This is an optimization exercise on Yosys and OpenROAD, whose aim is small area, a short achievable clock period and few clock cycles, not a production implementation. Only simulation tests tie the RTL to the original design; equivalence was not proved.

## red
// cprq_core
module cprq_core (
    input  wire         clk,
    input  wire         rst,             
    input  wire         cmd_valid,
    output reg          cmd_ready,
    input  wire [31:0]  cmd_hdr,
    input  wire [31:0]  cmd_addr,
    input  wire [31:0]  cmd_a,
    input  wire [31:0]  cmd_b,
    input  wire [31:0]  cmd_c,
    output reg          rsp_valid,
    input  wire         rsp_ready,
    output reg  [1:0]   rsp_status,
    output reg          rsp_f0v,
    output reg          rsp_f1v,
    output reg  [111:0] rsp_frame0,
    output wire [111:0] rsp_frame1,
    output reg          crc_req_valid,
    input  wire         crc_req_ready,
    output reg  [87:0]  crc_req_msg,
    input  wire         crc_rsp_valid,
    output reg          crc_rsp_ready,
    input  wire [23:0]  crc_rsp_val
);
    localparam [1:0] OP_MKPOS = 2'b01,
                     OP_MKALT = 2'b10,
                     OP_MKVEL = 2'b11;
    localparam [4:0] TYPE_ALT = 5'd0,
                     TYPE_POS = 5'd17,
                     TYPE_VEL = 5'd19;
    localparam [2:0] P0 = 3'd0, P1 = 3'd1, P2 = 3'd2, P3 = 3'd3, P4 = 3'd4;
    reg [2:0]  ph;
    reg [6:0]  c_hdr;
    reg [23:0] c_addr;
    reg [31:0] c_a, c_b, c_c;
    reg [28:0] zq_r;        
    reg [5:0]  nz;
    reg        m_wait;      
    reg        m_slot;      
    reg        m_last;      
    reg [59:0] nmsg;
    reg        n_v;
    reg        n_slot;
    reg        n_last;
    reg [58:0] f1_lo;       
    assign rsp_frame1 = {rsp_frame0[111:59] & {53{rsp_f1v}}, f1_lo};
    wire [1:0] op      = c_hdr[1:0];
    wire [1:0] variant = c_hdr[3:2];
    wire       pa      = c_hdr[4];
    wire       pb      = c_hdr[5];
    wire       pc      = c_hdr[6];
    wire       is_err  = (op == 2'b00) || (variant == 2'b11);
  ...
Size: ~5,600 cells after synthesis, ~520 flip-flops, ~0.044 mm^2 of cells after synthesis.
Settings: LEC_CHECK=0, CAP_MARGIN=20, CORE_MARGIN=2, CORE_UTILIZATION=40, SLEW_MARGIN=20; clock period 34.0 ns.
standard.sh (not shown) runs the stock make flow with config.mk's settings and CLKGATE_MAP_FILE= SYNTH_SCRIPT=/design/flow/synth_recipe.tcl, a recipe that flattens the netlist after the stock synthesis.
==> flow/flow/run.sh <==
#!/bin/bash
# Own layout flow: the standard flow (standard.sh) with
#  - synthesis through flow/synth.tcl: the standard flow's script, but ABC maps with an
#    area-recovering script at a realistic delay target; no full-adder
#    extraction and yosys's own carry-lookahead mapping (registers unchanged);
#  - timing repair aiming below the 34 ns constraint (SETUP_SLACK_MARGIN),
#    so that the achieved period is short. The SDC is the standard flow's, unchanged.
# Every tool's output goes to the ORFS logs under orfs/logs; make's own
# output goes to flow_make.log in this folder.
set -euo pipefail
W=$PWD
export FLOW_ABC_DELAY_PS=6000
bash standard.sh \
  SYNTH_SCRIPT=$W/flow/synth.tcl \
  ADDER_MAP_FILE= \
  SYNTH_OPERATIONS_ARGS=-nofsm \
  SETUP_SLACK_MARGIN=25.2 \
  finish > $W/flow_make.log 2>&1
==> flow/flow/synth.tcl <==
# The standard flow's synthesis script (synth_recipe.tcl) with one change: ABC maps with
# yosys's own area-recovering script at a realistic delay target instead of
# ORFS's fixed minimum-delay script. Registers are mapped before ABC, exactly
# as in the standard synthesis.
proc synth {args} { yosys synth -nofsm -noshare {*}$args }
proc abc {args} {
  set out {}
  set skip 0
  foreach a $args {
    if {$skip} { set skip 0; continue }
    if {$a eq "-script" || $a eq "-D"} { set skip 1; continue }
    lappend out $a
  }
  yosys abc {*}$out -D $::env(FLOW_ABC_DELAY_PS)
}
source $::env(SCRIPTS_DIR)/synth.tcl
# left out here: clear keep_hierarchy, flatten, clean up, hide names made inside functions, write 1_2_yosys.v
Testbench counts of red, summed over its fixed seeds: cycles 4,802.
[inputs] blue vs red
diff --git a/flow/design.v b/flow/design.v
--- a/flow/design.v
+++ b/flow/design.v
@@ -908,25 +908,25 @@
                      TYPE_POS = 5'd17,
                      TYPE_VEL = 5'd19;
     localparam [2:0] P0 = 3'd0, P1 = 3'd1, P2 = 3'd2, P3 = 3'd3, P4 = 3'd4;
     reg [2:0]  ph;
     reg [6:0]  c_hdr;
     reg [23:0] c_addr;
     reg [31:0] c_a, c_b, c_c;
     reg [28:0] zq_r;        
     reg [5:0]  nz;
     reg        m_wait;      
     reg        m_slot;      
     reg        m_last;      
-    reg [59:0] nmsg;
+    reg [87:0] nmsg;        
     reg        n_v;
     reg        n_slot;
     reg        n_last;
     reg [58:0] f1_lo;       
     assign rsp_frame1 = {rsp_frame0[111:59] & {53{rsp_f1v}}, f1_lo};
     wire [1:0] op      = c_hdr[1:0];
     wire [1:0] variant = c_hdr[3:2];
     wire       pa      = c_hdr[4];
     wire       pb      = c_hdr[5];
     wire       pc      = c_hdr[6];
     wire       is_err  = (op == 2'b00) || (variant == 2'b11);
     wire       is_pos  = (op == OP_MKPOS) && (variant != 2'b11);
@@ -951,32 +951,24 @@
     cprq_nl u_nl (.a(c_a), .odd(nl_odd), .nz(nz_w));
     wire        zq_lat = (ph == P1);
     wire [28:0] zq_u;
     cprq_zq_mul u_zq1 (.n(zq_lat ? 6'd59 : nz), .w(zq_lat ? c_a : c_b), .u(zq_u));
     wire [16:0] xz_w;
     cprq_zq_div u_zq2 (.u(zq_r), .code(xz_w));
     wire [31:0] head   = {fb, c_addr};
     wire [55:0] me_pos = {TYPE_POS, 2'b00, imf, c_c[11:0], 1'b0, 1'b0, c_c[28:12], xz_w};
     wire [55:0] me_alt = {TYPE_ALT, 2'b00, imf, ac, 1'b0, 1'b0, 34'd0};
     wire [2:0]  st     = ss ? 3'd2 : 3'd1;
     wire [55:0] me_vel = {TYPE_VEL, st, imf, 4'b0000, eew, ens, 1'b1, evr, 2'b00, 8'h00};
     wire [87:0] first_msg = {head, is_pos ? me_pos : (op == OP_MKALT) ? me_alt : me_vel};
-    wire [32:0] short_pay = (op == OP_MKVEL) ? {ss, eew, ens, evr} : {21'd0, ac};
-    wire [1:0]  n_var  = nmsg[59:58];
-    wire        n_imf  = (n_var == 2'b10);
-    wire [32:0] n_pay  = nmsg[32:0];
-    wire [55:0] n_alt  = {TYPE_ALT, 2'b00, n_imf, n_pay[11:0], 1'b0, 1'b0, 34'd0};
-    wire [55:0] n_vel  = {TYPE_VEL, n_pay[32] ? 3'd2 : 3'd1, n_imf, 4'b0000, n_pay[31:21],
-                          n_pay[20:10], 1'b1, n_pay[9:0], 2'b00, 8'h00};
-    wire [87:0] n_msg  = {(n_var == 2'b01) ? 8'h95 : 8'h92, nmsg[56:33], nmsg[57] ? n_vel : n_alt};
     wire ans       = m_wait && crc_rsp_valid && crc_rsp_ready;
     wire msg_free  = !(crc_req_valid || m_wait) || ans;
     wire n_to_m    = n_v && msg_free;                        
     wire n_free    = !n_v || n_to_m;
     wire short_rdy = (ph == P1) && !is_pos && !is_err;       
     wire pos_rdy   = (ph == P3);                             
     wire c_to_m    = (short_rdy || pos_rdy) && msg_free && !n_v;
     wire c_to_n    = short_rdy && !c_to_m && n_free;
     wire odd_to_n  = (ph == P4) && n_free;
     wire err_done  = (ph == P1) && is_err && !crc_req_valid && !m_wait && !n_v && !rsp_valid;
     wire rsp_take  = rsp_valid && rsp_ready;
     wire last_ans  = ans && m_last;
@@ -1039,32 +1031,32 @@
                 nz    <= nz_w;
                 c_a[16:0] <= xz_w;
                 zq_r  <= zq_u;
             end
             if (ph == P3 && c_to_m)
                 zq_r  <= zq_u;
         end
         if (odd_to_n) begin
             nmsg[34:0] <= {1'b1, c_a[16:0], xz_w};
             n_slot <= 1'b1;
             n_last <= 1'b1;
         end else if (c_to_n) begin
-            nmsg   <= {variant, op == OP_MKVEL, c_addr, short_pay};
+            nmsg   <= first_msg;
             n_slot <= 1'b0;
             n_last <= 1'b1;
         end
         if (n_to_m) begin
             if (!n_slot)
-                crc_req_msg[87:35] <= n_msg[87:35];
-            crc_req_msg[34:0] <= n_slot ? nmsg[34:0] : n_msg[34:0];
+                crc_req_msg[87:35] <= nmsg[87:35];
+            crc_req_msg[34:0] <= nmsg[34:0];
             m_slot      <= n_slot;
             m_last      <= n_last;
         end else if (c_to_m) begin
             crc_req_msg <= first_msg;
             m_slot      <= 1'b0;
             m_last      <= !is_pos;
         end
         if (ans) begin
             if (m_slot) begin
                 f1_lo   <= {crc_req_msg[34:0], crc_rsp_val};
                 rsp_f1v <= 1'b1;
             end else begin
### Flow results
- [compare] base=red new=blue: via count of the first global-routing pass down about 0.8%, global-route usage lost 1.4 points.
- Largest fanout on the critical path (blue over red): increase, 5
- NOTE sum of met2 wire segment lengths after detailed routing red->blue decreased by a few percent
- When blue is measured against red, its delay of the slowest critical-path stage turns out 60 ps higher.
- red → blue: synthesized cell count saw an increase, clock sink count saw an increase.
Testbench counts of blue, summed over its fixed seeds: cycles 4,802.

-- static timing again, ports no longer ideal --
In the flow no input, the clock included, has a driving cell. The finished layouts below were timed again as built, in two steps.
Step 1 assumes that a clkbuf_16 drives the clock port and a buf_2 every other input.
Step 2 times the ports against the registers' clock, not the clock port: input delays grow and output delays shrink by t, the midpoint of the rising clock arrivals with the driver on.
a / b / c = no drivers / after step 1 / after step 2; a / b = the first two.
| run | t, ns | setup WS [ns] | clock arrival spread, ns |
|---|---|---|---|
| red | 0.740 | 24.811 / 24.811 / 24.445 | 0.120 / 0.119 |
| blue | 0.750 | 24.756 / 24.756 / 24.526 | 0.107 / 0.107 |
After both steps every run listed still meets setup and hold. For red, which loses most, drivers alone change the setup slack by 0.000 ns; drivers and shift together by -0.366 ns.
